Source: an optimization exercise on an open RTL-to-GDS flow (aim: small area, a short achievable clock period and few clock cycles per item). Production flows keep margins and buffers that such runs may drop.
RTL that was checked went through simulation tests only; none was proved equivalent to the original.
Only the layout flow was run in runs 7 to 9; the RTL was not checked for function there.
No activity file was given, so power comes from the tool's default toggle rates.

--- design.v ---
module uecp_frame_dec (
    input  wire       clk,
    input  wire       rst,
    input  wire       in_valid,
    output wire       in_ready,
    input  wire [7:0] in_data,
    input  wire       in_last,
    output reg        res_valid,
    input  wire       res_ready,
    output reg  [2:0] res_status,
    output wire [9:0] res_site,
    output wire [5:0] res_enc,
    output wire [7:0] res_seq,
    output wire [7:0] res_mel,
    output wire [7:0] res_nelem
);
    localparam [2:0] ST_OK      = 3'd0;
    localparam [2:0] ST_UNKNOWN = 3'd1;
    localparam [2:0] ST_CRC     = 3'd2;
    localparam [2:0] ST_SHORT   = 3'd4;
    localparam [1:0] W_CODE  = 2'd0;   
    localparam [1:0] W_SKIPC = 2'd1;   
    localparam [1:0] W_SKIPL = 2'd2;   
    localparam [1:0] W_LEN   = 2'd3;   
    function [7:0] lut;
        input [7:0] b;
        input       off;
        reg c01, c02, c03, c07, c0A, c13, c1A, c16, c0D, c19, c1C, c2D, c17;
        begin
            c01 = off ? (b == 8'h04) : (b == 8'h01);
            c02 = off ? (b == 8'h05) : (b == 8'h02);
            c03 = off ? (b == 8'h06) : (b == 8'h03);
            c07 = off ? (b == 8'h0A) : (b == 8'h07);
            c0A = off ? (b == 8'h0D) : (b == 8'h0A);
            c13 = off ? (b == 8'h16) : (b == 8'h13);
            c1A = off ? (b == 8'h1D) : (b == 8'h1A);
            c16 = off ? (b == 8'h19) : (b == 8'h16);
            c0D = off ? (b == 8'h10) : (b == 8'h0D);
            c19 = off ? (b == 8'h1C) : (b == 8'h19);
            c1C = off ? (b == 8'h1F) : (b == 8'h1C);
            c2D = off ? (b == 8'h30) : (b == 8'h2D);
            c17 = off ? (b == 8'h1A) : (b == 8'h17);
            lut[7] = c16 | c19 | c1C;
            lut[6] = c01 | c02 | c03 | c07 | c0A | c13 | c1A | c16 | c0D |
                     c19 | c1C | c2D | c17;
            lut[5] = c2D | c17;
            lut[4] = c0A | c13 | c16;
            lut[3] = c02 | c0D;
            lut[2] = c01;
            lut[1] = c02 | c03 | c07 | c1A | c0A | c13;
            lut[0] = c03 | c07 | c1A | c16 | c19 | c1C;
        end
    endfunction
    function [15:0] crc_step;
        input [15:0] a_in;
        input [7:0]  c;
        reg   [15:0] a;
        begin
            a = {a_in[7:0], a_in[15:8]};
            a = a ^ {8'h00, c};
            a = a ^ {12'h000, a[7:4]};
            a = a ^ {a[3:0], 12'h000};
            a = a ^ {3'b000, a[7:0], 5'b00000};
            crc_step = a;
        end
    endfunction
    reg        rdy;           
    reg        first;         
    reg        esc;           
    reg  [7:0] u_r;           
    reg  [7:0] l_r;           
    reg        uz_r, u1_r;    
    reg        uv_r;          
    reg        end_r;         
    reg        endesc_r;      
    reg        rst_r;         
    reg        u_go, e_go;    
    assign in_ready = rdy;
    wire accept = in_valid && rdy;
    wire mid    = !first && !in_last;
    always @(posedge clk) begin
        if (rst) begin
            first <= 1'b1;
            esc   <= 1'b0;
        end else if (accept) begin
            first <= in_last;
            esc   <= mid && !esc && (in_data == 8'hFD);
        end
    end
    always @(posedge clk)
        rst_r <= rst;
    wire uv_nx  = rdy ? (in_valid && mid && (esc || in_data != 8'hFD)) : uv_r;
    wire end_nx = rdy ? (in_valid && in_last) : end_r;
    wire rdy_nx;
    always @(posedge clk) begin
        if (rst) begin
            uv_r  <= 1'b0;
            end_r <= 1'b0;
            u_go  <= 1'b0;
            e_go  <= 1'b0;
        end else begin
            uv_r  <= uv_nx;
            end_r <= end_nx;
            u_go  <= rdy_nx && uv_nx;
            e_go  <= rdy_nx && end_nx;
        end
    end
    always @(posedge clk) begin
        if (rdy) begin
            u_r      <= esc ? (in_data + 8'hFD) : in_data;
            l_r      <= lut(in_data, esc);
            uz_r     <= esc ? (in_data == 8'h03) : (in_data == 8'h00);
            u1_r     <= esc ? (in_data == 8'h04) : (in_data == 8'h01);
            endesc_r <= esc;
        end
    end
    wire       lskip1 = l_r[7];
    wire       lv     = l_r[6];
    wire       llen   = l_r[5];
    wire       lskipl = l_r[4];
    wire [3:0] lskip  = l_r[3:0];
    reg [15:0] crc;
    reg        crc_ok;        
    reg  [2:0] ph;            
    reg        inb;           
    reg  [7:0] addr_hi, addr_lo, seq, mel, nelem;
    reg  [7:0] body_rem;
    reg  [1:0] wstate;
    reg        werr;
    reg  [7:0] skip;
    reg        skip1;         
    assign res_site  = {addr_hi, addr_lo[7:6]};
    assign res_enc   = addr_lo[5:0];
    assign res_seq   = seq;
    assign res_mel   = mel;
    assign res_nelem = nelem;
    reg [2:0] verdict;
    always @(*) begin
        if (endesc_r || ph < 3'd2)
            verdict = ST_SHORT;
        else if (!crc_ok)
            verdict = ST_CRC;
        else if (ph != 3'd6)
            verdict = ST_SHORT;
        else if (werr)
            verdict = ST_UNKNOWN;
        else if (wstate != W_CODE)
            verdict = ST_SHORT;
        else
            verdict = ST_OK;
    end
    wire ok  = !endesc_r && crc_ok && ph == 3'd6 && !werr && wstate == W_CODE;
    wire clr = e_go && !ok;
    wire res_valid_nx = (res_valid && !res_ready) || e_go;
    wire item_nx      = rdy ? (in_valid && (!first || in_last)) : 1'b1;
    assign rdy_nx     = !(item_nx && res_valid_nx);
    always @(posedge clk) begin
        if (rst) begin
            res_valid <= 1'b0;
            rdy       <= 1'b1;
        end else begin
            res_valid <= res_valid_nx;
            rdy       <= rdy_nx;
        end
    end
    always @(posedge clk)
        if (e_go)
            res_status <= verdict;
    wire [15:0] crc_nx = crc_step(crc, u_r);
    always @(posedge clk) begin
        if (rst_r || e_go) begin
            crc    <= 16'hFFFF;
            crc_ok <= 1'b0;
            ph     <= 3'd0;
            inb    <= 1'b0;
        end else if (u_go) begin
            crc    <= crc_nx;
            crc_ok <= (crc_nx == 16'h1D0F);
            if (!ph[2] || (ph == 3'd4 && !inb) || ph == 3'd5)
                ph <= ph + 3'd1;
            if (ph == 3'd3)
                inb <= !uz_r;
            else if (inb && body_rem == 8'd1)
                inb <= 1'b0;
        end
    end
    always @(posedge clk) begin
        if (u_go) begin
            if (ph == 3'd3)
                body_rem <= u_r;
            else
                body_rem <= body_rem - 8'd1;
        end
    end
    always @(posedge clk) begin
        if (clr) begin
            addr_hi <= 8'd0;
            addr_lo <= 8'd0;
            seq     <= 8'd0;
            mel     <= 8'd0;
        end else if (u_go && !ph[2]) begin
            addr_hi <= addr_lo;
            addr_lo <= seq;
            seq     <= mel;
            mel     <= u_r;
        end
    end
    wire b_go = u_go && inb && !werr;
    always @(posedge clk) begin
        if (clr || (u_go && ph == 3'd3))
            nelem <= 8'd0;
        else if (b_go && wstate == W_CODE && lv)
            nelem <= nelem + 8'd1;
    end
    always @(posedge clk) begin
        if (rst_r || e_go) begin
            wstate <= W_CODE;
            werr   <= 1'b0;
        end else if (b_go) begin
            case (wstate)
                W_CODE: begin
                    if (!lv)
                        werr <= 1'b1;
                    else if (llen)
                        wstate <= W_LEN;
                    else
                        wstate <= lskipl ? W_SKIPL : W_SKIPC;
                end
                W_SKIPC, W_SKIPL: begin
                    if (skip1)
                        wstate <= (wstate == W_SKIPL) ? W_LEN : W_CODE;
                end
                W_LEN: begin
                    if (!uz_r)
                        wstate <= W_SKIPC;
                    else
                        wstate <= W_CODE;
                end
            endcase
        end
    end
    always @(posedge clk) begin
        if (b_go) begin
            case (wstate)
                W_CODE:  begin skip <= {4'd0, lskip}; skip1 <= lskip1;         end
                W_LEN:   begin skip <= u_r;           skip1 <= u1_r;           end
                default: begin skip <= skip - 8'd1;   skip1 <= (skip == 8'd2); end
            endcase
        end
    end
endmodule
--- flow/run.sh ---
#!/bin/bash
# Standard layout, with the I/O port buffers built from a small buffer cell
# instead of the delay cell buffer_ports picks on its own. Synthesis is the
# standard one (standard.sh synth), so the registers keep their names.
set -euo pipefail
bash standard.sh synth > synth.log 2>&1
bash standard.sh BUFFER_PORTS_ARGS="-buffer_cell sky130_fd_sc_hd__buf_2" finish > layout.log 2>&1
--- standard.sh ---
#!/bin/bash
# synth_recipe.tcl (not shown) runs the flow's synth.tcl, then flattens the netlist and writes it again
# the make line also repeats each setting of config.mk as NAME=value (left out here)
make -C /OpenROAD-flow-scripts/flow DESIGN_CONFIG=/design/flow/config.mk WORK_HOME=/design/flow/orfs CLKGATE_MAP_FILE= SYNTH_SCRIPT=/design/flow/synth_recipe.tcl "${@:-finish}"
--- config.mk ---
export PLATFORM = sky130hd
export DESIGN_NAME = uecp_frame_dec
export DESIGN_NICKNAME = uecp_frame_dec
export VERILOG_FILES = /design/flow/design.v
export SDC_FILE = /design/flow/constraint.sdc
export NUM_CORES = 4
export LEC_CHECK = 0
export CAP_MARGIN = 20
export CORE_MARGIN = 2
export CORE_UTILIZATION = 40
export CTS_CLUSTER_DIAMETER = 80
export CTS_CLUSTER_SIZE = 30
export SETUP_SLACK_MARGIN = 1.8
export SLEW_MARGIN = 20
--- constraint.sdc ---
create_clock -name core_clock -period 3.5 [get_ports {clk}]
set_input_delay 0.7000 -clock core_clock [delete_from_list [all_inputs] [get_ports {clk}]]
set_output_delay 0.7000 -clock core_clock [all_outputs]
set_load 0.01 [all_outputs]
==> impl_metrics.yaml, run 1 <==
cts:
  cts-root-buf: "clkbuf_16"
  cts.path.max_buffers: 2
  clkSinkCount: 111
  clk_latency_ns: 0.36
  cts_tree: "done"
  cts_buffers: 9
  hold_buffers: 0
  clkTransAtPathRegs_ns: 0.08
  htree_num_levels: 3
yosys:
  synthFlopType: "dfxtp_1"
  ys_ff_latch: 111
  synth_edf_count: 38
  syn_nets: 614
  synthesis.area_mm2: 0.00535
  yosysSeqAreaShare: 0.486
  async_flop_share: 0
  yosysWarnings: 1
  syn_inst: 584
  ys_types: 55
  avgSynthCellArea_um2: 9.17
timing:
  final-hold-violation-count: 0
  clock_skew_ns: 0.0106
  setup_slack_ns: 1.83
  setup_viol: 0
  max_slew.worst_pin.slew_ns: 0.585
  setup-tns-final_ns: 0
  fmax_mhz: 601
  hold_ws_ns: 0.450
  layout_min_cycle_time_ns: 1.67
  rsz0062_at_grt: "true"
  fin_crit_sh: 0.476
  finalMaxSlewViolations: 0
  slew_headroom: 0.609
floorplanning:
  ios: 58
  die_y_um: 120
  fp.dieW_um: 120
  fp-row-count: 42
  start_util: 0.407
  core_mm2: 0.0131
  die_area_mm2: 0.0143
place:
  placed_area_mm2: 0.00585
  dp_cells: 795
  preCtsSetupSlack_ns: 1.30
  dpl.hpwl_um: 8000
  port_buffers: 57
  routabilityCongestion: 0.843
setup_path:
  crit_start: "rdy"
  cp-start-kind: "register"
  end_kind: "output port"
  cp_slowest_cell: "dfxtp_4"
  reg2reg_slack_ns: 1.88
  crit_chain: "buf_12, buf_2"
  critPathMaxStageDelay_ns: 0.36
  crit_fanout: 3
  cp.required_ns: 2.80
  worst-path-stages: 2
  r2r_end: "crc_ok"
  ff2ff_path_depth: 5
  worstReg2RegStart: "u_r[1]"
  crit_buf_inv: 2
  cp_top_family: "flip-flops"
  critPathKind: "register to output port"
  arrival_ns: 0.97
grt:
  grt-busiest-layer: "met2"
  grt_util_met1: 0.211
  grt_max_degree: 34
  grt_overflow: 0
  grt_usage: 0.159
  grt_pass1_wl_um: 18100
  antenna_found_initial: 0
  grt_pass1_vias: 3704
  met2_usage: 0.260
  grt.met3_usage: 0.0285
pwr:
  leakagePower_nw: 2.51
  max-vdd-ir-drop_uv: 249
  p_per_area_mw_per_mm2: 410
  fin_total_pwr_mw: 2.64
routing:
  dr.pass1.iters: 5
  drc: 0
  drt_iter0_drc: 193
  drt_wl_total_um: 11500
  wl_per_cell_um: 14.1
  vias_per_cell: 5.06
  ant_nets: 0
  vias: 4146
cells_and_area:
  synthToLayoutAreaGrowth_pct: 20.1
  n_fill_cell: 1263
  drive_above_1_share: 0.201
  diodes: 0
  multiInputGateArea_mm2: 0.00274
  final_cell_mix: "nand2_1 (119), dfxtp_1 (71), buf_2 (52)"
  layout.cells.non_filler: 819
  nets: 668
  seq_area_mm2: 0.00261
  design_area_mm2: 0.00643
  final_common_cell: "nand2_1"
  final_core_util: 0.489
worst_hold_path:
  hold_path.startpoint: "addr_hi[4]"
  hold_depth: 2
  min_path_type: "register to register"
  whs_endpoint: "addr_hi[4]"
flow_run:
  maxCapViolations: 0
status:
  outcome: "no timing/DRC/antenna violations"
-- metal layers --
metal | vias up | part of all wire
li1 | 2120 | -
met1 | 1939 | 0.46
met2 | 76 | 0.49
met3 | 11 | 0.031
met4 | 0 | 0.015
met5 | - | 0
-- report_power, final --
part	switching, mW	total, mW	leakage [nW]	internal [mW]
Clock	0.493	1.03	0.148	0.541
Combinational	0.120	0.215	1.39	0.0946
Sequential	0.0312	1.39	0.971	1.36
Total	0.645	2.64	2.51	1.99
-- cell usage after synthesis, drive strengths merged (2+ instances only) --
library cell	count	share of area
edfxtp	38	0.21
nor4	6	0.0093
dfxtp	73	0.27
nor4b	4	0.0065
inv	23	0.016
nand3b	4	0.0063
o22ai	5	0.0058
a21oi	50	0.047
or3	3	0.0035
buf	7	0.0065
and3	2	0.0023
a211o	4	0.0065
nor2	39	0.027
mux2i	7	0.013
a221oi	5	0.0082
nand2	122	0.086
o21ai	26	0.024
xor2	15	0.027
nand4b	2	0.0033
clkbuf	20	0.014
o31ai	2	0.0028
o21a	2	0.0028
ha	17	0.040
xnor2	37	0.066
nand3	11	0.010
a22oi	2	0.0028
and4b	2	0.0037
a31oi	3	0.0035
or3b	2	0.0033
nor2b	7	0.0082
nand2b	11	0.014
a211oi	3	0.0042
o311ai	4	0.0065
nor3	13	0.012
and2	3	0.0035
-- worst max path at each step --
stage                           to  slack [ns]
after floorplan             u_r[7]        1.62
after global placement      l_r[6]        1.32
after detailed placement    l_r[6]        1.30
after CTS                 nelem[7]        1.77
after global routing      nelem[7]        1.76
final                     in_ready        1.83
-- tightest hold or removal path, cell delays in order (launching register included) --
cell and delay [ns]:
dfxtp_1 0.31, nand2_1 0.05, a21oi_1 0.05
-- cell type report --
class	count	area share
multi-input cells	423	0.427
flip-flops and latches	111	0.406
repair buffers	70	0.0716
clock buffers	10	0.0389
well taps	176	0.0343
inverters	23	0.0138
clock inverters	6	0.00876
-- sequential cells by signal, summed over array words and instances, names as in the netlist, 2 cells and up --
signal      cells
body_rem        8
addr_hi         8
res_status      3
addr_lo         8
mel             8
wstate          2
l_r             8
nelem           8
u_r             8
skip            8
crc            16
seq             8
ph              3
-- cell families after synthesis --
group | share of synthesized area
AO/OA/AOI/OAI | 0.124
XOR/XNOR | 0.0935
adder cells (fa/ha/maj) | 0.0397
multiplexers | 0.0152
buffers and inverters | 0.0367
flip-flops | 0.486
AND/OR/NAND/NOR | 0.205
-- repair_timing --
| item | CTS | global route |
|---|---|---|
| pin swaps | 0 | 4 |
| cloned | 0 | 1 |
| setup endpoints to repair | 51 | 30 |
| endpoints found under the hold margin | 0 | 0 |
| gates resized for setup | 22 | 25 |
| setup buffers | 1 | 6 |
Testbench counts, summed over its fixed seeds: cycles 39,233, frames 384.
==> run 2: changes to the inputs <==
--- a/config.mk
+++ b/config.mk
@@ -7,8 +7,6 @@
 export LEC_CHECK = 0
 export CAP_MARGIN = 20
 export CORE_MARGIN = 2
-export CORE_UTILIZATION = 40
-export CTS_CLUSTER_DIAMETER = 80
-export CTS_CLUSTER_SIZE = 30
+export CORE_UTILIZATION = 55
 export SETUP_SLACK_MARGIN = 1.8
 export SLEW_MARGIN = 20
==> impl_metrics.yaml, run 2 <==
yosys:
  ys_ff_latch: 111
  synthesis.area_mm2: 0.00535
  yosysWarnings: 1
  yosys.area.top_type: "dfxtp_1"
  synthMostInstantiatedCell: "nand2_1"
  synthFlopType: "dfxtp_1"
  avgSynthCellArea_um2: 9.17
  synth_edf_count: 38
  yosys.area.top_type_share: 0.273
  syn_inst: 584
  netlist_top_cells_count: "nand2_1 (122), dfxtp_1 (73), a21oi_1 (49), nor2_1 (39), edfxtp_1 (38)"
  async_flop_share: 0
  ys_types: 55
  syn_nets: 614
  synth_area_leaders: "dfxtp_1 (27%), edfxtp_1 (21%), nand2_1 (8.6%)"
  yosysSeqAreaShare: 0.486
setup_path:
  cp_top_family: "XOR/XNOR gates"
  crit_buf_inv: 0
  ff2ff_path_depth: 5
  cp-start-kind: "register"
  crit_fanout: 4
  critPathMaxStageDelay_ns: 0.54
  crit_top_cell: "xnor2_1"
  cp.required_ns: 3.77
  crit_chain: "xor2_2, xnor2_1, xnor2_1, nor2_1, a211o_1"
  worst-path-stages: 5
  critPathKind: "register to register"
  arrival_ns: 1.95
  worstReg2RegStart: "u_r[7]"
  crit_start: "u_r[7]"
  cp_slowest_cell: "edfxtp_1"
  end_kind: "register"
routing:
  drt_wl_total_um: 12000
  wl_per_cell_um: 15.4
  vias: 4182
  ant_nets: 0
  vias_per_cell: 5.38
  dr.pass1.iters: 6
  drt_iter0_drc: 232
  drc: 0
cells_and_area:
  drive_above_1_share: 0.214
  final_common_cell: "nand2_1"
  design_area_mm2: 0.00635
  seq_area_mm2: 0.00262
  largest_reg_flops: 16
  multiInputGateArea_mm2: 0.00278
  synthToLayoutAreaGrowth_pct: 18.7
  largest_register: "crc"
  layout.cells.non_filler: 777
  diodes: 0
  n_fill_cell: 808
  nets: 669
  final_cell_mix: "nand2_1 (118), dfxtp_1 (67), buf_2 (51)"
place:
  routabilityCongestion: 0.914
  dp_cells: 752
  placed_area_mm2: 0.00580
  port_buffers: 57
  preCtsSetupSlack_ns: 1.29
  dpl.hpwl_um: 8360
timing:
  fmax_mhz: 597
  final-hold-violation-count: 0
  finalMaxSlewViolations: 0
  hold_ws_ns: 0.457
  slew_headroom: 0.593
  setup_slack_ns: 1.82
  layout_min_cycle_time_ns: 1.68
  setup-tns-final_ns: 0
  clock_skew_ns: 0.0137
  setup_viol: 0
  rsz0062_at_grt: "true"
  fin_crit_sh: 0.479
  max_slew.worst_pin.slew_ns: 0.608
cts:
  htree_num_levels: 3
  cts_buffers: 9
  clkSinkCount: 111
  cts-root-buf: "clkbuf_8"
  cts_tree: "done"
  clkTransAtPathRegs_ns: 0.11
  clk_latency_ns: 0.37
  hold_buffers: 0
  cts.path.max_buffers: 2
pwr:
  p_seq_frac: 0.579
  p_per_area_mw_per_mm2: 378
  clockPowerShare: 0.326
  pwr-share-comb: 0.095
  p_sw_frac: 0.251
  intPower_mw: 1.80
  p_sw_mw: 0.602
  max-vdd-ir-drop_uv: 247
  leakagePower_nw: 2.47
floorplanning:
  core_mm2: 0.00959
  start_util: 0.558
  die_area_mm2: 0.0105
  die_y_um: 103
  fp-row-count: 36
  ios: 58
  fp.dieW_um: 103
grt:
  grt_pass1_wl_um: 18700
  grt_usage: 0.232
  grt_overflow: 0
  grt_max_degree: 33
  antenna_found_initial: 0
  met2_usage: 0.365
  grt_pass1_vias: 3649
  grt_util_met1: 0.330
  grt-busiest-layer: "met2"
  grt.met3_usage: 0.0495
flow_run:
  maxCapViolations: 0
status:
  outcome: "no timing/DRC/antenna violations"
worst_hold_path:
  hold_depth: 2
  min_path_type: "register to register"
  hold_path.startpoint: "addr_hi[1]"
[run 2: cell types whose count changed in the layout (fill, tap and decap cells not counted), sizes merged]
| cell | change |
|---|---|
| clkinv | +1 |
| bufbuf | +2 |
| inv | -1 |
| bufinv | +1 |
| clkbuf | -2 |
[run 2: power by group through the flow]
stage	Combinational [mW]	Sequential (mW)	Clock, mW
2_1_floorplan	0.136	1.41	0
3_3_place_gp	0.196	1.42	0
3_5_place_dp	0.196	1.42	0
4_1_cts	0.209	1.39	0.802
5_1_grt	0.251	1.39	0.853
6_report	0.228	1.39	0.782
[run 2: cell families (layout without fill, tap and decap cells)]
family                     after synthesis  count (layout)  share of synthesized area
AOI/OAI and AO/OA                      111             111                      0.124
xor gates and xnor gates                52              52                     0.0935
adders and majority gates               17              17                     0.0397
buffers and inverters                   50             110                     0.0367
DFF                                    111             111                      0.486
muxes                                    8               8                     0.0152
and+or+nand+nor                        235             235                      0.205
[run 2: per-layer routing]
layer	routed length, um	vias up	part of all wire
met2	5560	123	0.47
met1	5680	1931	0.48
li1	-	2122	-
met4	98	0	0.0082
met3	615	6	0.051
met5	0	-	0
[run 2: worst paths after layout]
check	slack, ns	endpoint
setup / recovery	1.82	crc[12]
hold / removal	0.46	addr_hi[1]
setup reg to reg	1.82	crc[12]
hold reg to reg	0.46	addr_hi[1]
[run 2: final cells by class]
cell class,count,area share
Timing Repair Buffer,71,0.0800
Clock inverter,7,0.0124
Inverter,23,0.0136
Sequential cell,111,0.412
Multi-Input combinational cell,423,0.437
Clock buffer,9,0.0195
Tap cell,133,0.0262
[run 2: per-stage QoR]
step	total power [mW]	utilization
6_report	2.40	0.662
3_3_place_gp	1.61	0.604
5_1_grt	2.50	0.662
4_1_cts	2.40	0.643
3_5_place_dp	1.62	0.604
2_1_floorplan	1.55	-
[run 2: worst min-delay path, delay by kind of cell, from the launching register on]
kind               cells  cell delay, ns
DFF                    1            0.32
and+or+nand+nor        1            0.05
AOI/OAI and AO/OA      1            0.05
[run 2: repair_timing]
| item | CTS | global route |
|---|---|---|
| setup endpoints to repair | 24 | 60 |
| resized for setup | 23 | 31 |
| setup buffers | 2 | 5 |
| pin swaps | 0 | 8 |
| gates cloned | 2 | 0 |
==> run 3: changes to the inputs <==
--- a/config.mk
+++ b/config.mk
@@ -7,6 +7,6 @@
 export LEC_CHECK = 0
 export CAP_MARGIN = 20
 export CORE_MARGIN = 2
-export CORE_UTILIZATION = 55
+export CORE_UTILIZATION = 35
 export SETUP_SLACK_MARGIN = 1.8
 export SLEW_MARGIN = 20
==> impl_metrics.yaml, run 3 <==
routing:
  drc: 0
  dr.pass1.iters: 5
  drt_wl_total_um: 11900
  wl_per_cell_um: 14.3
  ant_nets: 0
  drt_iter0_drc: 334
  vias: 4192
  vias_per_cell: 5.02
place:
  dpl.hpwl_um: 8230
  placed_area_mm2: 0.00587
  routabilityCongestion: 0.865
  port_buffers: 57
floorplanning:
  start_util: 0.355
  fp-row-count: 45
  die_area_mm2: 0.0163
  core_mm2: 0.0151
  ios: 58
  die_y_um: 128
  fp.dieW_um: 128
setup_path:
  cp-start-kind: "register"
  r2r_end: "skip[7]"
  cp.required_ns: 2.80
  reg2reg_slack_ns: 1.88
  arrival_ns: 0.97
  critPathKind: "register to output port"
  end_kind: "output port"
  worstReg2RegStart: "skip[2]"
  crit_fanout: 3
  ff2ff_path_depth: 5
grt:
  grt_util_met1: 0.190
  antenna_found_initial: 0
  grt.met3_usage: 0.0250
  grt_pass1_wl_um: 19000
  grt_overflow: 0
  grt_max_degree: 34
  met2_usage: 0.243
  grt_pass1_vias: 3889
  grt-busiest-layer: "met2"
  grt_usage: 0.147
cells_and_area:
  final_common_cell: "nand2_1"
  largest_reg_flops: 16
  synthToLayoutAreaGrowth_pct: 21.2
  design_area_mm2: 0.00648
  largest_register: "crc"
  diodes: 0
  nets: 673
  drive_above_1_share: 0.206
  final_cell_mix: "nand2_1 (120), dfxtp_1 (70), buf_2 (52)"
cts:
  clkSinkCount: 111
  cts.path.max_buffers: 2
  hold_buffers: 0
  cts_buffers: 9
  clk_latency_ns: 0.36
  clkTransAtPathRegs_ns: 0.08
  cts-root-buf: "clkbuf_16"
  cts_tree: "done"
  htree_num_levels: 3
yosys:
  avgSynthCellArea_um2: 9.17
  netlist_top_cells_count: "nand2_1 (122), dfxtp_1 (73), a21oi_1 (49), nor2_1 (39), edfxtp_1 (38)"
  yosysSeqAreaShare: 0.486
  ys_ff_latch: 111
  ys_types: 55
  yosys.area.top_type_share: 0.273
  syn_nets: 614
  synthesis.area_mm2: 0.00535
  synth_edf_count: 38
  syn_inst: 584
  yosysWarnings: 1
  synthMostInstantiatedCell: "nand2_1"
  yosys.area.top_type: "dfxtp_1"
  synthFlopType: "dfxtp_1"
  async_flop_share: 0
  synth_area_leaders: "dfxtp_1 (27%), edfxtp_1 (21%), nand2_1 (8.6%)"
timing:
  rsz0062_at_grt: "true"
  setup-tns-final_ns: 0
  finalMaxSlewViolations: 0
  fmax_mhz: 600
  final-hold-violation-count: 0
  setup_viol: 0
  hold_ws_ns: 0.451
  fin_crit_sh: 0.476
  slew_headroom: 0.724
  clock_skew_ns: 0.00971
  layout_min_cycle_time_ns: 1.67
  max_slew.worst_pin.slew_ns: 0.408
status:
  outcome: "no timing/DRC/antenna violations"
flow_run:
  maxCapViolations: 0
pwr:
  leakagePower_nw: 2.53
  p_per_area_mw_per_mm2: 406
  max-vdd-ir-drop_uv: 267
  fin_total_pwr_mw: 2.63
worst_hold_path:
  whs_endpoint: "addr_hi[0]"
  min_path_type: "register to register"
  hold_depth: 2
  hold_path.startpoint: "addr_hi[0]"
==> run 3: report_power, final <==
part           internal (mW)  total (mW)  switching, mW
Combinational         0.0973       0.220          0.122
Clock                  0.536        1.02          0.486
Sequential              1.36        1.39         0.0314
==> run 3: layout make-up <==
class                           instances  area [um^2]
Fill cell                            1465         8600
Multi-Input combinational cell        423         2730
Sequential cell                       111         2610
Timing Repair Buffer                   75          515
Clock buffer                           10          250
Tap cell                              188          235
Inverter                               23         88.8
Clock inverter                          5         50.0
==> run 3: logic make-up after synthesis <==
family / count (synthesis) / share of synthesized area
buffers and inverters: 50 / 0.0367
xor gates and xnor gates: 52 / 0.0935
AOI/OAI and AO/OA: 111 / 0.124
and+or+nand+nor: 235 / 0.205
muxes: 8 / 0.0152
DFF: 111 / 0.486
adders and majority gates: 17 / 0.0397
==> run 3: metal layers <==
layer,vias up,wire length [um]
li1,2122,-
met3,13,497
met2,68,5760
met1,1989,5460
met5,-,0
met4,0,214
==> run 3: critical path, cell delays in order (launching register included) <==
cell     delay [ns]
dfxtp_4        0.36
buf_12         0.12
buf_2          0.13
==> run 3: worst max-delay path by stage <==
stage          startpoint  endpoint  slack (ns)  cells after the start
5_1_grt           skip[2]   skip[7]        1.73                      5
4_1_cts             ph[0]     ph[2]        1.80                      6
3_3_place_gp   in_data[0]    l_r[6]        1.32                      8
3_5_place_dp   in_data[0]    l_r[6]        1.27                      8
2_1_floorplan  in_data[2]    u_r[7]        1.62                      6
6_report              rdy  in_ready        1.83                      2
==> run 3: timing repair <==
action / CTS / global route
pin swaps: 0 / 4
setup endpoints to repair: 20 / 48
gates resized for setup: 22 / 28
setup buffers: 1 / 10
cloned: 0 / 1
==> run 3: stage by stage <==
stage	utilization	std cells	worst slack (ns)
floorplan	-	584	1.62
finish	0.430	835	1.83
global placement	0.389	808	1.32
CTS	0.415	824	1.80
detailed placement	0.389	808	1.27
global route	0.430	835	1.73
==> run 4: changes to the inputs <==
--- a/config.mk
+++ b/config.mk
@@ -7,6 +7,6 @@
 export LEC_CHECK = 0
 export CAP_MARGIN = 20
 export CORE_MARGIN = 2
-export CORE_UTILIZATION = 35
-export SETUP_SLACK_MARGIN = 1.8
+export CORE_UTILIZATION = 40
+export SETUP_SLACK_MARGIN = 1.7
 export SLEW_MARGIN = 20
==> impl_metrics.yaml, run 4 <==
routing:
  dr.pass1.iters: 5
  vias_per_cell: 5.11
  drc: 0
  wl_per_cell_um: 14.2
  drt_wl_total_um: 11500
  ant_nets: 0
  vias: 4157
  drt_iter0_drc: 271
place:
  dpl.hpwl_um: 8290
  routabilityCongestion: 0.858
  preCtsSetupSlack_ns: 1.26
  port_buffers: 57
timing:
  slew_headroom: 0.650
  clock_skew_ns: 0.00899
  final-hold-violation-count: 0
  finalMaxSlewViolations: 0
  rsz0062_at_grt: "true"
  fmax_mhz: 572
  setup_slack_ns: 1.75
  setup-tns-final_ns: 0
  layout_min_cycle_time_ns: 1.75
  fin_crit_sh: 0.499
  max_slew.worst_pin.slew_ns: 0.522
  setup_viol: 0
pwr:
  p_seq_frac: 0.536
  pwr-share-comb: 0.078
  p_per_area_mw_per_mm2: 416
  clockPowerShare: 0.386
  intPower_mw: 1.96
  p_sw_mw: 0.631
  max-vdd-ir-drop_uv: 277
  p_sw_frac: 0.244
  leakagePower_nw: 2.37
setup_path:
  critPathMaxStageDelay_ns: 0.39
  reg2reg_slack_ns: 1.84
  cp_top_family: "flip-flops"
  critPathKind: "register to output port"
  arrival_ns: 1.05
  cp.required_ns: 2.80
  crit_buf_inv: 2
  end_kind: "output port"
  ff2ff_path_depth: 7
  cp_slowest_cell: "dfxtp_4"
  crit_fanout: 19
  worstReg2RegStart: "wstate[0]"
  r2r_end: "nelem[7]"
  crit_chain: "buf_12, buf_2"
  cp-start-kind: "register"
yosys:
  syn_inst: 584
  synthesis.area_mm2: 0.00535
  ys_types: 55
  synthXorXnorAreaFrac: 0.0935
  synthMostInstantiatedCell: "nand2_1"
  syn_nets: 614
  synth_top_family_by_area: "simple AND/OR/NAND/NOR gates"
  yosys.area.top_type_share: 0.273
  synth_area_leaders: "dfxtp_1 (27%), edfxtp_1 (21%), nand2_1 (8.6%)"
  synth_edf_count: 38
  async_flop_share: 0
  synth_compound_area_frac: 0.124
  yosys.area.top_type: "dfxtp_1"
  yosysSeqAreaShare: 0.486
  ys_ff_latch: 111
  yosysWarnings: 1
  synthMuxAreaShare: 0.0152
  synth_adder_area_share: 0.0397
  yosys.area_share.simple: 0.205
  synthFlopType: "dfxtp_1"
  avgSynthCellArea_um2: 9.17
  netlist_top_cells_count: "nand2_1 (122), dfxtp_1 (73), a21oi_1 (49), nor2_1 (39), edfxtp_1 (38)"
cells_and_area:
  diodes: 0
  largest_reg_flops: 16
  synthToLayoutAreaGrowth_pct: 16.3
  final_cell_mix: "nand2_1 (121), dfxtp_1 (71), buf_2 (54)"
  drive_above_1_share: 0.176
  largest_register: "crc"
  n_fill_cell: 1273
  nets: 662
  final_common_cell: "nand2_1"
worst_hold_path:
  hold_path.startpoint: "addr_hi[7]"
  whs_endpoint: "addr_hi[7]"
  hold_depth: 2
  min_path_type: "register to register"
cts:
  hold_buffers: 0
  clkSinkCount: 111
  cts_buffers: 9
  htree_num_levels: 3
  cts.path.max_buffers: 2
  clkTransAtPathRegs_ns: 0.07
  cts-root-buf: "clkbuf_16"
  clk_latency_ns: 0.35
  cts_tree: "done"
grt:
  grt_usage: 0.167
  grt_pass1_vias: 3869
  antenna_found_initial: 0
  grt_overflow: 0
  grt_pass1_wl_um: 19200
  grt_max_degree: 34
flow_run:
  maxCapViolations: 0
floorplanning:
  ios: 58
  die_area_mm2: 0.0143
  die_y_um: 120
  fp-row-count: 42
  fp.dieW_um: 120
  core_mm2: 0.0131
  start_util: 0.407
status:
  outcome: "no timing/DRC/antenna violations"
-- run 4: cells by family (layout without fill, tap and decap cells) --
group                    count (synthesis)  after routing
flip-flops                             111            111
adder cells (fa/ha/maj)                 17             17
multiplexers                             8              8
buffers and inverters                   50            103
XOR/XNOR                                52             52
AND/OR/NAND/NOR                        235            235
AO/OA/AOI/OAI                          111            111
-- run 4: metal layers --
layer,global-route usage,up-vias,part of all wire
li1,-,2095,-
met1,0.216,1948,0.46
met2,0.281,98,0.49
met3,0.0271,16,0.035
met4,0.0640,0,0.017
met5,0,-,0
-- run 4: power by group through the flow --
stage | Combinational, mW | Sequential [mW] | Clock (mW)
floorplan | 0.132 | 1.41 | 0
global placement | 0.190 | 1.42 | 0
detailed placement | 0.193 | 1.42 | 0
CTS | 0.196 | 1.39 | 1.02
global route | 0.222 | 1.39 | 1.08
finish | 0.201 | 1.39 | 0.999
-- run 4: layout make-up --
| class | count | area (um^2) | share of cell area |
|---|---|---|---|
| tap | 176 | 220 | 0.0354 |
| inverter | 23 | 86.3 | 0.0139 |
| sequential | 111 | 2610 | 0.419 |
| clock inverter | 6 | 48.8 | 0.00784 |
| clock buffer | 10 | 239 | 0.0384 |
| multi-input combinational | 423 | 2640 | 0.424 |
| timing repair buffer | 64 | 382 | 0.0613 |
-- run 4: worst register-to-register path, delay by kind of cell, from the launching register on --
family	cells	cell delay (ns)
adders and majority gates	1	0.24
and+or+nand+nor	4	0.73
xor gates and xnor gates	1	0.15
buffers and inverters	1	0.12
DFF	1	0.33
-- run 4: worst max-delay path by stage --
stage | start | to | slack [ns] | cells past startpoint
floorplan | in_data[2] | u_r[7] | 1.62 | 6
global placement | in_data[0] | l_r[6] | 1.31 | 8
detailed placement | in_data[1] | l_r[6] | 1.26 | 8
CTS | wstate[0] | nelem[7] | 1.71 | 7
global route | wstate[0] | nelem[7] | 1.66 | 7
finish | rdy | in_ready | 1.75 | 2
-- run 4: through the flow --
stage / cell area (um^2) / total power, mW / cells / hold WS [ns] / utilization
after floorplan: 5390 / 1.55 / 584 / 0.441 / -
after global placement: 5820 / 1.61 / 796 / 0.438 / 0.443
after detailed placement: 5820 / 1.61 / 796 / 0.444 / 0.443
after CTS: 6140 / 2.61 / 812 / 0.455 / 0.467
after global routing: 6220 / 2.69 / 813 / 0.469 / 0.474
final: 6220 / 2.59 / 813 / 0.453 / 0.474
-- run 4: timing repair --
action,4_1_cts,5_1_grt
setup endpoints to repair,14,53
cloned,0,0
pin swaps,0,4
setup buffers,0,1
resized for setup,11,19
==> run 5: changes to the inputs <==
--- a/config.mk
+++ b/config.mk
@@ -8,5 +8,5 @@
 export CAP_MARGIN = 20
 export CORE_MARGIN = 2
 export CORE_UTILIZATION = 40
-export SETUP_SLACK_MARGIN = 1.7
+export SETUP_SLACK_MARGIN = 1.85
 export SLEW_MARGIN = 20
==> impl_metrics.yaml, run 5 <==
timing:
  fin_crit_sh: 0.473
  final-hold-violation-count: 0
  layout_min_cycle_time_ns: 1.65
  rsz0062_at_grt: "true"
  finalMaxSlewViolations: 0
  clock_skew_ns: 0.00839
  setup_viol: 0
  fmax_mhz: 605
  hold_ws_ns: 0.451
  setup-tns-final_ns: 0
  slew_headroom: 0.594
  max_slew.worst_pin.slew_ns: 0.607
grt:
  grt.met3_usage: 0.0356
  grt_overflow: 0
  grt_usage: 0.170
  grt-busiest-layer: "met2"
  grt_util_met1: 0.219
  met2_usage: 0.284
  grt_pass1_vias: 3837
  grt_max_degree: 33
  antenna_found_initial: 0
  grt_pass1_wl_um: 19200
cells_and_area:
  largest_reg_flops: 16
  nets: 684
  final_common_cell: "nand2_1"
  final_core_util: 0.507
  largest_register: "crc"
  final_cell_mix: "nand2_1 (118), dfxtp_1 (66), buf_2 (52)"
  synthToLayoutAreaGrowth_pct: 24.4
  diodes: 0
  layout.cells.non_filler: 835
  n_fill_cell: 1204
  multiInputGateArea_mm2: 0.00284
  drive_above_1_share: 0.244
  seq_area_mm2: 0.00262
flow_run:
  maxCapViolations: 0
floorplanning:
  start_util: 0.407
  fp-row-count: 42
  die_area_mm2: 0.0143
  ios: 58
  die_y_um: 120
  core_mm2: 0.0131
  fp.dieW_um: 120
place:
  routabilityCongestion: 0.851
  dpl.hpwl_um: 8160
  port_buffers: 57
  dp_cells: 795
cts:
  cts-root-buf: "clkbuf_16"
  htree_num_levels: 3
  clk_latency_ns: 0.35
  clkTransAtPathRegs_ns: 0.08
  cts_buffers: 9
  clkSinkCount: 111
  cts_tree: "done"
  cts.path.max_buffers: 2
  hold_buffers: 0
yosys:
  synthesis.area_mm2: 0.00535
  yosys.area.top_type_share: 0.273
  avgSynthCellArea_um2: 9.17
  synthFlopType: "dfxtp_1"
  yosysWarnings: 1
  synth_compound_area_frac: 0.124
  synthXorXnorAreaFrac: 0.0935
  syn_inst: 584
  synth_adder_area_share: 0.0397
  yosys.area_share.simple: 0.205
  async_flop_share: 0
  ys_ff_latch: 111
  yosys.area.top_type: "dfxtp_1"
  synthMuxAreaShare: 0.0152
  syn_nets: 614
  synthMostInstantiatedCell: "nand2_1"
  netlist_top_cells_count: "nand2_1 (122), dfxtp_1 (73), a21oi_1 (49), nor2_1 (39), edfxtp_1 (38)"
  synth_top_family_by_area: "simple AND/OR/NAND/NOR gates"
  yosysSeqAreaShare: 0.486
  synth_edf_count: 38
  synth_area_leaders: "dfxtp_1 (27%), edfxtp_1 (21%), nand2_1 (8.6%)"
  ys_types: 55
pwr:
  max-vdd-ir-drop_uv: 250
  leakagePower_nw: 2.63
  p_per_area_mw_per_mm2: 397
setup_path:
  crit_fanout: 3
  end_kind: "register"
  arrival_ns: 1.74
  cp-start-kind: "register"
  cp.required_ns: 3.59
  critPathKind: "register to register"
routing:
  vias_per_cell: 5.10
  drt_wl_total_um: 12400
  wl_per_cell_um: 14.8
  drc: 0
  ant_nets: 0
  vias: 4258
  dr.pass1.iters: 5
  drt_iter0_drc: 337
worst_hold_path:
  min_path_type: "register to register"
status:
  outcome: "no timing/DRC/antenna violations"
run 5: cell counts after synthesis:
No cell type changed its count.
run 5: final timing paths:
kind         startpoint         end  slack, ns  cells after the start
max             skip[2]     skip[5]       1.85                      6
min          addr_hi[2]  addr_hi[2]       0.45                      2
max reg2reg     skip[2]     skip[5]       1.85                      6
min reg2reg  addr_hi[2]  addr_hi[2]       0.45                      2
run 5: logic make-up after synthesis:
group / count (synthesis)
AO/OA/AOI/OAI: 111
XOR/XNOR: 52
adder cells (fa/ha/maj): 17
buffers and inverters: 50
flip-flops: 111
multiplexers: 8
AND/OR/NAND/NOR: 235
run 5: timing repair:
| action | 4_1_cts | 5_1_grt |
|---|---|---|
| cloned | 1 | 0 |
| buffers inserted | 2 | 21 |
| resized for setup | 30 | 38 |
| endpoints found under the hold margin | 0 | 0 |
| endpoints found under the setup margin | 60 | 61 |
| pin swaps | 2 | 9 |
run 5: area by class of cell:
| cell class | instances | area share |
|---|---|---|
| Clock inverter | 5 | 0.00564 |
| Inverter | 23 | 0.0137 |
| Sequential cell | 111 | 0.393 |
| Clock buffer | 11 | 0.0379 |
| Tap cell | 176 | 0.0331 |
| Timing Repair Buffer | 86 | 0.0898 |
| Multi-Input combinational cell | 423 | 0.427 |
run 5: worst max-delay path, stage by stage, from the launching register on:
cell	delay [ns]
edfxtp_1	0.47
buf_4	0.18
nor2_1	0.11
nor4b_1	0.31
xor2_1	0.12
nand2_1	0.09
o21ai_0	0.12
run 5: power by group:
group | internal [mW] | switching [mW] | total (mW)
sequential | 1.36 | 0.0321 | 1.39
combinational | 0.110 | 0.129 | 0.239
clock | 0.530 | 0.485 | 1.02
total | 2.00 | 0.646 | 2.64
run 5: metrics by stage:
stage	cell area [um^2]	power, mW	setup slack (ns)
6_report	6660	2.64	1.85
5_1_grt	6660	2.74	1.76
4_1_cts	6310	2.63	1.80
3_5_place_dp	5850	1.61	1.29
3_3_place_gp	5850	1.61	1.32
2_1_floorplan	5440	1.55	1.62
run 5: metal layers:
| layer | vias to the layer above | share of wire |
|---|---|---|
| li1 | 2144 | - |
| met1 | 2007 | 0.45 |
| met2 | 88 | 0.49 |
| met3 | 19 | 0.041 |
| met4 | 0 | 0.018 |
| met5 | - | 0 |
==> run 6: changes to the inputs <==
--- a/config.mk
+++ b/config.mk
@@ -8,5 +8,5 @@
 export CAP_MARGIN = 20
 export CORE_MARGIN = 2
 export CORE_UTILIZATION = 40
-export SETUP_SLACK_MARGIN = 1.85
+export SETUP_SLACK_MARGIN = 1.8
 export SLEW_MARGIN = 20
==> impl_metrics.yaml, run 6 <==
cells_and_area:
  largest_register: "crc"
  drive_above_1_share: 0.201
  design_area_mm2: 0.00643
  synthToLayoutAreaGrowth_pct: 20.1
  nets: 668
  largest_reg_flops: 16
  diodes: 0
  final_common_cell: "nand2_1"
  final_cell_mix: "nand2_1 (119), dfxtp_1 (71), buf_2 (52)"
timing:
  final-hold-violation-count: 0
  max_slew.worst_pin.slew_ns: 0.585
  setup_viol: 0
  clock_skew_ns: 0.0106
  setup_slack_ns: 1.83
  rsz0062_at_grt: "true"
  finalMaxSlewViolations: 0
  fmax_mhz: 601
  layout_min_cycle_time_ns: 1.67
  hold_ws_ns: 0.450
  slew_headroom: 0.609
  fin_crit_sh: 0.476
  setup-tns-final_ns: 0
yosys:
  ys_types: 55
  synthFlopType: "dfxtp_1"
  async_flop_share: 0
  yosysSeqAreaShare: 0.486
  avgSynthCellArea_um2: 9.17
  syn_nets: 614
  yosysWarnings: 1
  synthesis.area_mm2: 0.00535
  synthMostInstantiatedCell: "nand2_1"
  ys_ff_latch: 111
  synth_edf_count: 38
  synth_area_leaders: "dfxtp_1 (27%), edfxtp_1 (21%), nand2_1 (8.6%)"
  yosys.area.top_type: "dfxtp_1"
  syn_inst: 584
  yosys.area.top_type_share: 0.273
  netlist_top_cells_count: "nand2_1 (122), dfxtp_1 (73), a21oi_1 (49), nor2_1 (39), edfxtp_1 (38)"
pwr:
  leakagePower_nw: 2.51
  p_per_area_mw_per_mm2: 410
  fin_total_pwr_mw: 2.64
  max-vdd-ir-drop_uv: 249
cts:
  cts_tree: "done"
  clkSinkCount: 111
  clkTransAtPathRegs_ns: 0.08
  cts.path.max_buffers: 2
  cts-root-buf: "clkbuf_16"
  htree_num_levels: 3
  cts_buffers: 9
  hold_buffers: 0
  clk_latency_ns: 0.36
grt:
  grt_overflow: 0
  grt_max_degree: 34
  grt_pass1_wl_um: 18100
  grt_pass1_vias: 3704
  antenna_found_initial: 0
  grt_usage: 0.159
floorplanning:
  start_util: 0.407
  die_y_um: 120
  die_area_mm2: 0.0143
  fp.dieW_um: 120
  fp-row-count: 42
  core_mm2: 0.0131
  ios: 58
setup_path:
  cp.required_ns: 2.80
  arrival_ns: 0.97
  cp-start-kind: "register"
  critPathKind: "register to output port"
  end_kind: "output port"
  crit_fanout: 3
routing:
  drc: 0
  vias_per_cell: 5.06
  drt_wl_total_um: 11500
  vias: 4146
  dr.pass1.iters: 5
  ant_nets: 0
  wl_per_cell_um: 14.1
  drt_iter0_drc: 193
worst_hold_path:
  min_path_type: "register to register"
place:
  routabilityCongestion: 0.843
  dpl.hpwl_um: 8000
  preCtsSetupSlack_ns: 1.30
  port_buffers: 57
  placed_area_mm2: 0.00585
status:
  outcome: "no timing/DRC/antenna violations"
flow_run:
  maxCapViolations: 0
run 6: changes by cell type in the layout (fill, tap and decap cells not counted), moves of 4 or more:
| cell | before | now |
|---|---|---|
| buf_4 | 27 | 10 |
| dfxtp_2 | 5 | 0 |
| dfxtp_1 | 66 | 71 |
| xnor2_1 | 27 | 31 |
run 6: path summary, 6_finish.rpt:
check	start	to	slack, ns	depth (start not counted)
hold reg to reg	addr_hi[4]	addr_hi[4]	0.45	2
setup / recovery	rdy	in_ready	1.83	2
setup reg to reg	u_r[1]	crc_ok	1.88	5
hold / removal	addr_hi[4]	addr_hi[4]	0.45	2
run 6: critical path: stages, from the launching register on:
cell     delay [ns]
dfxtp_4        0.36
buf_12         0.12
buf_2          0.13
run 6: final cells by class:
type                       count  area, um^2
fill                        1263        6710
multi-input combinational    423        2740
sequential                   111        2610
timing repair buffer          70         460
clock buffer                  10         250
tap                          176         220
inverter                      23        88.8
clock inverter                 6        56.3
run 6: per-stage QoR:
step | std cells | utilization
CTS | 812 | 0.475
detailed placement | 795 | 0.445
global placement | 795 | 0.445
floorplan | 584 | -
global route | 819 | 0.489
finish | 819 | 0.489
run 6: per-layer routing:
layer | GRT usage | part of all wire | vias to the layer above
met5 | 0 | 0 | -
met4 | 0.0632 | 0.015 | 0
met3 | 0.0285 | 0.031 | 11
met2 | 0.260 | 0.49 | 76
met1 | 0.211 | 0.46 | 1939
li1 | - | - | 2120
run 6: kinds of logic (layout without fill, tap and decap cells):
kind of cell,after synthesis,count (layout),synth area share
AOI/OAI and AO/OA,111,111,0.124
xor gates and xnor gates,52,52,0.0935
adders and majority gates,17,17,0.0397
buffers and inverters,50,109,0.0367
DFF,111,111,0.486
muxes,8,8,0.0152
and+or+nand+nor,235,235,0.205
run 6: repair_timing:
action,in CTS,in global routing
gates resized for setup,22,25
setup endpoints to repair,51,30
setup buffers,1,6
cloned,0,1
pin swaps,0,4
run 6: power by group:
group          total [mW]  internal (mW)  switching (mW)
clock network        1.03          0.541           0.493
logic               0.215         0.0946           0.120
registers            1.39           1.36          0.0312
==> run 7: changes to the inputs <==
--- a/design.v
+++ b/design.v
@@ -65,6 +65,8 @@
         end
     endfunction
     reg        rdy;           
+    reg        stall;         
+    reg        rv_n;          
     reg        first;         
     reg        esc;           
     reg  [7:0] u_r;           
@@ -76,7 +78,8 @@
     reg        rst_r;         
     reg        u_go, e_go;    
     assign in_ready = rdy;
-    wire accept = in_valid && rdy;
+    wire go     = !stall;
+    wire accept = in_valid && go;
     wire mid    = !first && !in_last;
     always @(posedge clk) begin
         if (rst) begin
@@ -89,8 +92,8 @@
     end
     always @(posedge clk)
         rst_r <= rst;
-    wire uv_nx  = rdy ? (in_valid && mid && (esc || in_data != 8'hFD)) : uv_r;
-    wire end_nx = rdy ? (in_valid && in_last) : end_r;
+    wire uv_nx  = go ? (in_valid && mid && (esc || in_data != 8'hFD)) : uv_r;
+    wire end_nx = go ? (in_valid && in_last) : end_r;
     wire rdy_nx;
     always @(posedge clk) begin
         if (rst) begin
@@ -106,7 +109,7 @@
         end
     end
     always @(posedge clk) begin
-        if (rdy) begin
+        if (go) begin
             u_r      <= esc ? (in_data + 8'hFD) : in_data;
             l_r      <= lut(in_data, esc);
             uz_r     <= esc ? (in_data == 8'h03) : (in_data == 8'h00);
@@ -151,16 +154,20 @@
     end
     wire ok  = !endesc_r && crc_ok && ph == 3'd6 && !werr && wstate == W_CODE;
     wire clr = e_go && !ok;
-    wire res_valid_nx = (res_valid && !res_ready) || e_go;
-    wire item_nx      = rdy ? (in_valid && (!first || in_last)) : 1'b1;
+    wire res_valid_nx = (!rv_n && !res_ready) || e_go;
+    wire item_nx      = go ? (in_valid && (!first || in_last)) : 1'b1;
     assign rdy_nx     = !(item_nx && res_valid_nx);
     always @(posedge clk) begin
         if (rst) begin
             res_valid <= 1'b0;
+            rv_n      <= 1'b1;
             rdy       <= 1'b1;
+            stall     <= 1'b0;
         end else begin
             res_valid <= res_valid_nx;
+            rv_n      <= !res_valid_nx;
             rdy       <= rdy_nx;
+            stall     <= !rdy_nx;
         end
     end
     always @(posedge clk)
==> impl_metrics.yaml, run 7 <==
status:
  outcome: "no timing/DRC/antenna violations"
cts:
  hold_buffers: 0
  cts_tree: "done"
  cts-root-buf: "clkbuf_16"
  clkTransAtPathRegs_ns: 0.05
  clkSinkCount: 113
  clk_latency_ns: 0.41
  cts.path.max_buffers: 2
  cts_buffers: 17
  htree_num_levels: 4
worst_hold_path:
  hold_path.startpoint: "addr_hi[2]"
  hold_depth: 2
  whs_endpoint: "addr_hi[2]"
  min_path_type: "register to register"
setup_path:
  ff2ff_path_depth: 5
  critPathMaxStageDelay_ns: 0.25
  cp_slowest_cell: "nor4_2"
  reg2reg_slack_ns: 1.84
  cp.required_ns: 3.65
  crit_fanout: 7
  crit_chain: "buf_6, inv_2, ha_4, and4b_1, o21ai_1, o21ai_2, nor4_2, nand3b_1"
  end_kind: "register"
  critPathKind: "primary input to register"
  r2r_end: "crc_ok"
  worstReg2RegStart: "u_r[5]"
  cp-start-kind: "primary input"
  arrival_ns: 1.85
yosys:
  synth_edf_count: 38
  syn_nets: 606
  ys_ff_latch: 113
  netlist_top_cells_count: "nand2_1 (117), dfxtp_1 (75), nor2_1 (47), a21oi_1 (46), edfxtp_1 (38)"
  syn_inst: 576
  avgSynthCellArea_um2: 9.33
  synthFlopType: "dfxtp_1"
  synth_area_leaders: "dfxtp_1 (28%), edfxtp_1 (21%), nand2_1 (8.2%)"
  synthesis.area_mm2: 0.00537
  async_flop_share: 0
  yosysSeqAreaShare: 0.492
  ys_types: 57
  yosysWarnings: 1
  yosys.area.top_type_share: 0.280
  yosys.area.top_type: "dfxtp_1"
  synthMostInstantiatedCell: "nand2_1"
cells_and_area:
  n_fill_cell: 1168
  synthToLayoutAreaGrowth_pct: 26.3
  design_area_mm2: 0.00679
  drive_above_1_share: 0.239
  diodes: 0
  largest_register: "crc"
  nets: 665
  largest_reg_flops: 16
  final_common_cell: "nand2_1"
  final_cell_mix: "nand2_1 (116), dfxtp_1 (70), buf_2 (52)"
routing:
  ant_nets: 0
  drt_wl_total_um: 12000
  drc: 0
  vias_per_cell: 5.10
  dr.pass1.iters: 4
  drt_iter0_drc: 217
  wl_per_cell_um: 14.6
  vias: 4199
floorplanning:
  core_mm2: 0.0132
  start_util: 0.407
  die_y_um: 120
  fp.dieW_um: 120
  ios: 58
  die_area_mm2: 0.0144
  fp-row-count: 42
timing:
  rsz0062_at_grt: "true"
  hold_ws_ns: 0.447
  fmax_mhz: 588
  setup_slack_ns: 1.80
  setup_viol: 0
  clock_skew_ns: 0.00825
  finalMaxSlewViolations: 0
  setup-tns-final_ns: 0
  fin_crit_sh: 0.486
  max_slew.worst_pin.slew_ns: 0.978
  final-hold-violation-count: 0
  layout_min_cycle_time_ns: 1.70
  slew_headroom: 0.346
grt:
  grt_max_degree: 35
  grt_pass1_wl_um: 18900
  grt_usage: 0.167
  grt_overflow: 0
  antenna_found_initial: 0
  grt_pass1_vias: 3844
place:
  preCtsSetupSlack_ns: 1.14
  dpl.hpwl_um: 7950
  port_buffers: 57
  placed_area_mm2: 0.00579
  routabilityCongestion: 0.860
pwr:
  p_per_area_mw_per_mm2: 491
  max-vdd-ir-drop_uv: 326
  leakagePower_nw: 2.63
  fin_total_pwr_mw: 3.34
flow_run:
  maxCapViolations: 0
run 7: worst max-delay path by stage:
stage | startpoint | to | cells after the start
finish | in_data[1] | l_r[6] | 8
global route | in_data[1] | l_r[6] | 8
CTS | in_data[1] | l_r[6] | 8
detailed placement | in_data[0] | l_r[6] | 8
global placement | in_data[0] | l_r[6] | 8
floorplan | in_data[5] | l_r[1] | 6
run 7: metal layers:
metal	track usage	routed length, um	up-vias
met2	0.268	5950	99
met3	0.0380	445	20
met4	0.0721	259	0
li1	-	-	2100
met1	0.216	5340	1980
met5	0	0	-
run 7: timing repair:
item                       4_1_cts  5_1_grt
buffers inserted                 0        8
pin swaps                        6        8
resized for setup               27       39
setup endpoints to repair       58       59
gates cloned                     0        2
run 7: report_power, final:
part           internal, mW  total, mW  leakage (nW)  switching, mW
combinational        0.0935      0.214          1.35          0.121
clock                  1.10       1.70         0.298          0.604
sequential             1.38       1.42         0.988         0.0331
total                  2.58       3.34          2.63          0.758
run 7: final cells by class:
cell class                 count  area [um^2]  share of cell area
multi-input combinational    415         2770               0.409
sequential                   113         2650               0.391
clock buffer                  22          507              0.0747
timing repair buffer          70          467              0.0688
tap                          176          220              0.0324
clock inverter                10         95.1              0.0140
inverter                      18         70.1              0.0103
run 7: logic make-up (layout without fill, tap and decap cells):
group,Yosys count,after routing,synth area share
DFF,113,113,0.492
and+or+nand+nor,237,237,0.214
AOI/OAI and AO/OA,103,103,0.114
buffers and inverters,48,120,0.0368
adders and majority gates,17,17,0.0396
xor gates and xnor gates,53,53,0.0948
muxes,5,5,0.00955
run 7: metrics by stage:
stage,utilization,cells
after floorplan,-,576
after global placement,0.439,782
after detailed placement,0.439,782
after CTS,0.493,814
after global routing,0.515,824
final,0.515,824
run 7: critical path: cells and delay by family:
kind	cells	cell delay (ns)
simple gates	3	0.53
buf+inv	2	0.17
fa+ha+maj	1	0.16
compound gates	2	0.28
==> run 8: changes to the inputs <==
--- a/config.mk
+++ b/config.mk
@@ -8,5 +8,5 @@
 export CAP_MARGIN = 20
 export CORE_MARGIN = 2
 export CORE_UTILIZATION = 40
-export SETUP_SLACK_MARGIN = 1.8
+export SETUP_SLACK_MARGIN = 1.9
 export SLEW_MARGIN = 20
==> impl_metrics.yaml, run 8 <==
place:
  placed_area_mm2: 0.00580
  dpl.hpwl_um: 8110
  preCtsSetupSlack_ns: 1.07
  routabilityCongestion: 0.789
  port_buffers: 57
  dp_cells: 780
floorplanning:
  fp-row-count: 42
  die_y_um: 120
  fp.dieW_um: 120
  core_mm2: 0.0132
  die_area_mm2: 0.0144
  start_util: 0.407
  ios: 58
yosys:
  synthMostInstantiatedCell: "nand2_1"
  syn_nets: 606
  avgSynthCellArea_um2: 9.33
  synthFlopType: "dfxtp_1"
  ys_types: 57
  ys_ff_latch: 113
  syn_inst: 576
  async_flop_share: 0
  yosys.area.top_type_share: 0.280
  synthesis.area_mm2: 0.00537
  yosysSeqAreaShare: 0.492
  synth_edf_count: 38
  netlist_top_cells_count: "nand2_1 (117), dfxtp_1 (75), nor2_1 (47), a21oi_1 (46), edfxtp_1 (38)"
  yosysWarnings: 1
  yosys.area.top_type: "dfxtp_1"
  synth_area_leaders: "dfxtp_1 (28%), edfxtp_1 (21%), nand2_1 (8.2%)"
setup_path:
  cp-start-kind: "primary input"
  crit_fanout: 7
  arrival_ns: 1.80
  end_kind: "register"
  critPathKind: "primary input to register"
  crit_start: "in_data[0]"
  worstReg2RegStart: "esc"
  cp.required_ns: 3.66
  reg2reg_slack_ns: 1.89
  ff2ff_path_depth: 6
  r2r_end: "l_r[6]"
  endpoint: "l_r[6]"
cells_and_area:
  diodes: 0
  n_fill_cell: 1123
  multiInputGateArea_mm2: 0.00292
  synthToLayoutAreaGrowth_pct: 39.2
  layout.cells.non_filler: 873
  nets: 714
  final_cell_mix: "nand2_1 (114), buf_4 (62), a21oi_1 (45)"
  final_core_util: 0.567
  design_area_mm2: 0.00748
  drive_above_1_share: 0.376
  largest_register: "crc"
  final_common_cell: "nand2_1"
  seq_area_mm2: 0.00271
  largest_reg_flops: 16
pwr:
  max-vdd-ir-drop_uv: 330
  p_per_area_mw_per_mm2: 442
  p_sw_frac: 0.246
  p_seq_frac: 0.428
  clockPowerShare: 0.490
  leakagePower_nw: 2.92
  pwr-share-comb: 0.082
  p_sw_mw: 0.815
  intPower_mw: 2.49
timing:
  clock_skew_ns: 0.00621
  rsz0062_at_grt: "true"
  slew_headroom: 0.587
  final-hold-violation-count: 0
  layout_min_cycle_time_ns: 1.64
  finalMaxSlewViolations: 0
  setup_slack_ns: 1.86
  setup_viol: 0
  fin_crit_sh: 0.470
  max_slew.worst_pin.slew_ns: 0.618
  setup-tns-final_ns: 0
  fmax_mhz: 608
status:
  outcome: "no timing/DRC/antenna violations"
worst_hold_path:
  min_path_type: "register to register"
routing:
  vias: 4465
  ant_nets: 0
  vias_per_cell: 5.11
  drt_iter0_drc: 326
  wl_per_cell_um: 15.5
  dr.pass1.iters: 4
  drt_wl_total_um: 13500
  drc: 0
grt:
  grt_pass1_wl_um: 21200
  grt_pass1_vias: 4221
  grt_usage: 0.189
  grt_max_degree: 33
  antenna_found_initial: 0
  grt_overflow: 0
cts:
  cts_tree: "done"
  clk_latency_ns: 0.41
  cts-root-buf: "clkbuf_16"
  clkTransAtPathRegs_ns: 0.05
  htree_num_levels: 4
  clkSinkCount: 113
  cts.path.max_buffers: 2
  cts_buffers: 17
flow_run:
  maxCapViolations: 0
==> run 8: kinds of logic after synthesis <==
family                     share of synthesized area
DFF                                            0.492
AOI/OAI and AO/OA                              0.114
and+or+nand+nor                                0.214
xor gates and xnor gates                      0.0948
muxes                                        0.00955
buffers and inverters                         0.0368
adders and majority gates                     0.0396
==> run 8: critical path, stage by stage <==
cell and delay, ns:
buf_12 0.12, ha_4 0.19, a21o_1 0.19, a22oi_2 0.15
o21ai_2 0.09, nor4_2 0.26, nand3b_1 0.10
==> run 8: metrics by stage <==
| step | hold WS, ns | total power, mW |
|---|---|---|
| final | 0.449 | 3.30 |
| after detailed placement | 0.447 | 1.62 |
| after floorplan | 0.430 | 1.57 |
| after global placement | 0.439 | 1.62 |
| after CTS | 0.455 | 3.29 |
| after global routing | 0.473 | 3.42 |
==> run 8: layout make-up <==
type,count,share of cell area
multi-input cells,416,0.390
inverters,18,0.0109
well taps,176,0.0294
clock inverters,13,0.0132
flip-flops and latches,113,0.362
repair buffers,118,0.132
clock buffers,19,0.0621
==> run 8: worst min path at each step <==
stage	startpoint	endpoint	slack [ns]	depth (start not counted)
after global routing	addr_hi[5]	addr_hi[5]	0.47	2
after detailed placement	addr_hi[6]	addr_hi[6]	0.45	2
final	addr_hi[6]	addr_hi[6]	0.45	2
after global placement	addr_hi[4]	addr_hi[4]	0.44	2
after floorplan	uv_r	uv_r	0.43	2
after CTS	addr_hi[6]	addr_hi[6]	0.45	2
==> run 8: power groups by stage <==
| stage | Combinational, mW | Sequential [mW] | Clock [mW] |
|---|---|---|---|
| after floorplan | 0.129 | 1.44 | 0 |
| after global placement | 0.176 | 1.44 | 0 |
| after detailed placement | 0.178 | 1.45 | 0 |
| after CTS | 0.230 | 1.41 | 1.64 |
| after global routing | 0.291 | 1.42 | 1.71 |
| final | 0.271 | 1.42 | 1.62 |
==> run 8: repair_timing <==
item,in CTS,in global routing
pin swaps,14,26
setup endpoints to repair,119,89
cloned,1,0
buffers inserted,26,34
hold buffers,0,0
resized for setup,96,72
==> run 8: layer usage <==
layer	share of wire	vias to the layer above	track usage	wire length, um
met5	0	-	0	0
met2	0.49	98	0.308	6590
met4	0.023	0	0.0691	310
li1	-	2207	-	-
met3	0.040	20	0.0418	542
met1	0.45	2140	0.246	6060
==> run 9: changes to the inputs <==
--- a/config.mk
+++ b/config.mk
@@ -8,5 +8,5 @@
 export CAP_MARGIN = 20
 export CORE_MARGIN = 2
 export CORE_UTILIZATION = 40
-export SETUP_SLACK_MARGIN = 1.9
+export SETUP_SLACK_MARGIN = 1.7
 export SLEW_MARGIN = 20
==> impl_metrics.yaml, run 9 <==
status:
  outcome: "no timing/DRC/antenna violations"
grt:
  grt_max_degree: 35
  grt_pass1_wl_um: 19100
  grt_overflow: 0
  grt_pass1_vias: 3932
  antenna_found_initial: 0
  grt_usage: 0.168
timing:
  slew_headroom: 0.546
  fin_crit_sh: 0.510
  final-hold-violation-count: 0
  rsz0062_at_grt: "true"
  finalMaxSlewViolations: 0
  fmax_mhz: 561
  setup-tns-final_ns: 0
  clock_skew_ns: 0.00786
  layout_min_cycle_time_ns: 1.78
  setup_viol: 0
  max_slew.worst_pin.slew_ns: 0.680
place:
  port_buffers: 57
  dp_cells: 782
  routabilityCongestion: 0.868
  dpl.hpwl_um: 7900
cts:
  cts.path.max_buffers: 2
  cts_tree: "done"
  clkSinkCount: 113
  cts-root-buf: "clkbuf_16"
  hold_buffers: 0
  clk_latency_ns: 0.40
  htree_num_levels: 4
  clkTransAtPathRegs_ns: 0.05
  cts_buffers: 17
setup_path:
  arrival_ns: 1.92
  cp-start-kind: "primary input"
  reg2reg_slack_ns: 1.76
  crit_chain: "buf_6, inv_2, ha_4, and4b_1, o21ai_2, o21ai_2, nor4_1, nand3b_1"
  ff2ff_path_depth: 5
  end_kind: "register"
  worstReg2RegStart: "ph[1]"
  critPathKind: "primary input to register"
  cp_slowest_cell: "nor4_1"
  crit_fanout: 7
  cp.required_ns: 3.64
  cp_top_family: "simple AND/OR/NAND/NOR gates"
  worst-path-stages: 8
  r2r_end: "inb"
  crit_buf_inv: 2
  critPathMaxStageDelay_ns: 0.29
  crit_top_cell: "o21ai_2"
pwr:
  leakagePower_nw: 2.51
  p_per_area_mw_per_mm2: 487
  max-vdd-ir-drop_uv: 311
  fin_total_pwr_mw: 3.18
yosys:
  synthesis.area_mm2: 0.00537
  synth_area_leaders: "dfxtp_1 (28%), edfxtp_1 (21%), nand2_1 (8.2%)"
  avgSynthCellArea_um2: 9.33
  syn_nets: 606
  async_flop_share: 0
  yosysWarnings: 1
  synthFlopType: "dfxtp_1"
  ys_ff_latch: 113
  syn_inst: 576
  synthMostInstantiatedCell: "nand2_1"
  yosys.area.top_type_share: 0.280
  ys_types: 57
  yosys.area.top_type: "dfxtp_1"
  netlist_top_cells_count: "nand2_1 (117), dfxtp_1 (75), nor2_1 (47), a21oi_1 (46), edfxtp_1 (38)"
  yosysSeqAreaShare: 0.492
  synth_edf_count: 38
cells_and_area:
  n_fill_cell: 1220
  largest_reg_flops: 16
  largest_register: "crc"
  seq_area_mm2: 0.00265
  synthToLayoutAreaGrowth_pct: 21.4
  drive_above_1_share: 0.208
  nets: 656
  multiInputGateArea_mm2: 0.00268
  diodes: 0
  final_cell_mix: "nand2_1 (116), dfxtp_1 (74), buf_2 (53)"
  layout.cells.non_filler: 815
  final_common_cell: "nand2_1"
flow_run:
  maxCapViolations: 0
floorplanning:
  die_area_mm2: 0.0144
  start_util: 0.407
  die_y_um: 120
  fp.dieW_um: 120
  fp-row-count: 42
  ios: 58
  core_mm2: 0.0132
routing:
  drc: 0
  vias_per_cell: 5.07
  drt_wl_total_um: 11600
  wl_per_cell_um: 14.3
  drt_iter0_drc: 234
  ant_nets: 0
  dr.pass1.iters: 5
  vias: 4135
worst_hold_path:
  whs_endpoint: "addr_hi[2]"
  hold_depth: 2
  min_path_type: "register to register"
  hold_path.startpoint: "addr_hi[2]"
==> run 9: kinds of logic (layout without fill, tap and decap cells) <==
group	after synthesis	in the layout	share of synthesized area
AND/OR/NAND/NOR	237	237	0.214
flip-flops	113	113	0.492
AO/OA/AOI/OAI	103	103	0.114
XOR/XNOR	53	53	0.0948
buffers and inverters	48	111	0.0368
adder cells (fa/ha/maj)	17	17	0.0396
multiplexers	5	5	0.00955
==> run 9: metrics by stage <==
stage | cell area (um^2) | setup WS [ns] | util | hold WS, ns
final | 6520 | 1.72 | 0.494 | 0.450
after global routing | 6520 | 1.67 | 0.494 | 0.471
after CTS | 6380 | 1.67 | 0.484 | 0.454
after floorplan | 5400 | 1.53 | - | 0.430
after detailed placement | 5790 | 1.12 | 0.439 | 0.446
after global placement | 5790 | 1.17 | 0.439 | 0.438
==> run 9: layer usage <==
layer,vias to the layer above,routed length [um],track usage
met1,1940,5300,0.215
met3,10,505,0.0394
met2,104,5700,0.276
li1,2081,-,-
met4,0,128,0.0632
met5,-,0,0
==> run 9: how the worst max path moves through the flow <==
stage | start | slack, ns | endpoint
floorplan | in_data[5] | 1.53 | l_r[1]
global route | in_data[1] | 1.67 | l_r[6]
CTS | in_data[1] | 1.67 | l_r[6]
finish | in_data[1] | 1.72 | l_r[6]
detailed placement | in_data[0] | 1.12 | l_r[6]
global placement | in_data[0] | 1.17 | l_r[6]
==> run 9: cell type report <==
cell class / count / area share
Multi-Input combinational cell: 415 / 0.411
Sequential cell: 113 / 0.406
Clock buffer: 21 / 0.0719
Timing Repair Buffer: 61 / 0.0549
Tap cell: 176 / 0.0338
Clock inverter: 11 / 0.0121
Inverter: 18 / 0.0107
==> run 9: timing repair <==
action	in CTS	in global routing
resized for setup	13	29
setup endpoints to repair	49	19
pin swaps	1	4
gates cloned	0	0
setup buffers	0	1
==> run 9: worst min-delay path: stages (launching register included) <==
cell and delay, ns:
dfxtp_1 0.30, nand2_1 0.05, a21oi_1 0.05
==> run 9: power breakdown <==
| group | internal (mW) | switching [mW] |
|---|---|---|
| logic | 0.0799 | 0.116 |
| registers | 1.38 | 0.0311 |
| clock network | 0.965 | 0.603 |

Check on run 9: ideal ports give 1.717 ns setup slack; a clkbuf_16 on the clock port and buf_2 on the inputs give 1.717 ns; moving port delays by the midpoint clock arrival (0.440 ns) as well gives 1.277 ns.
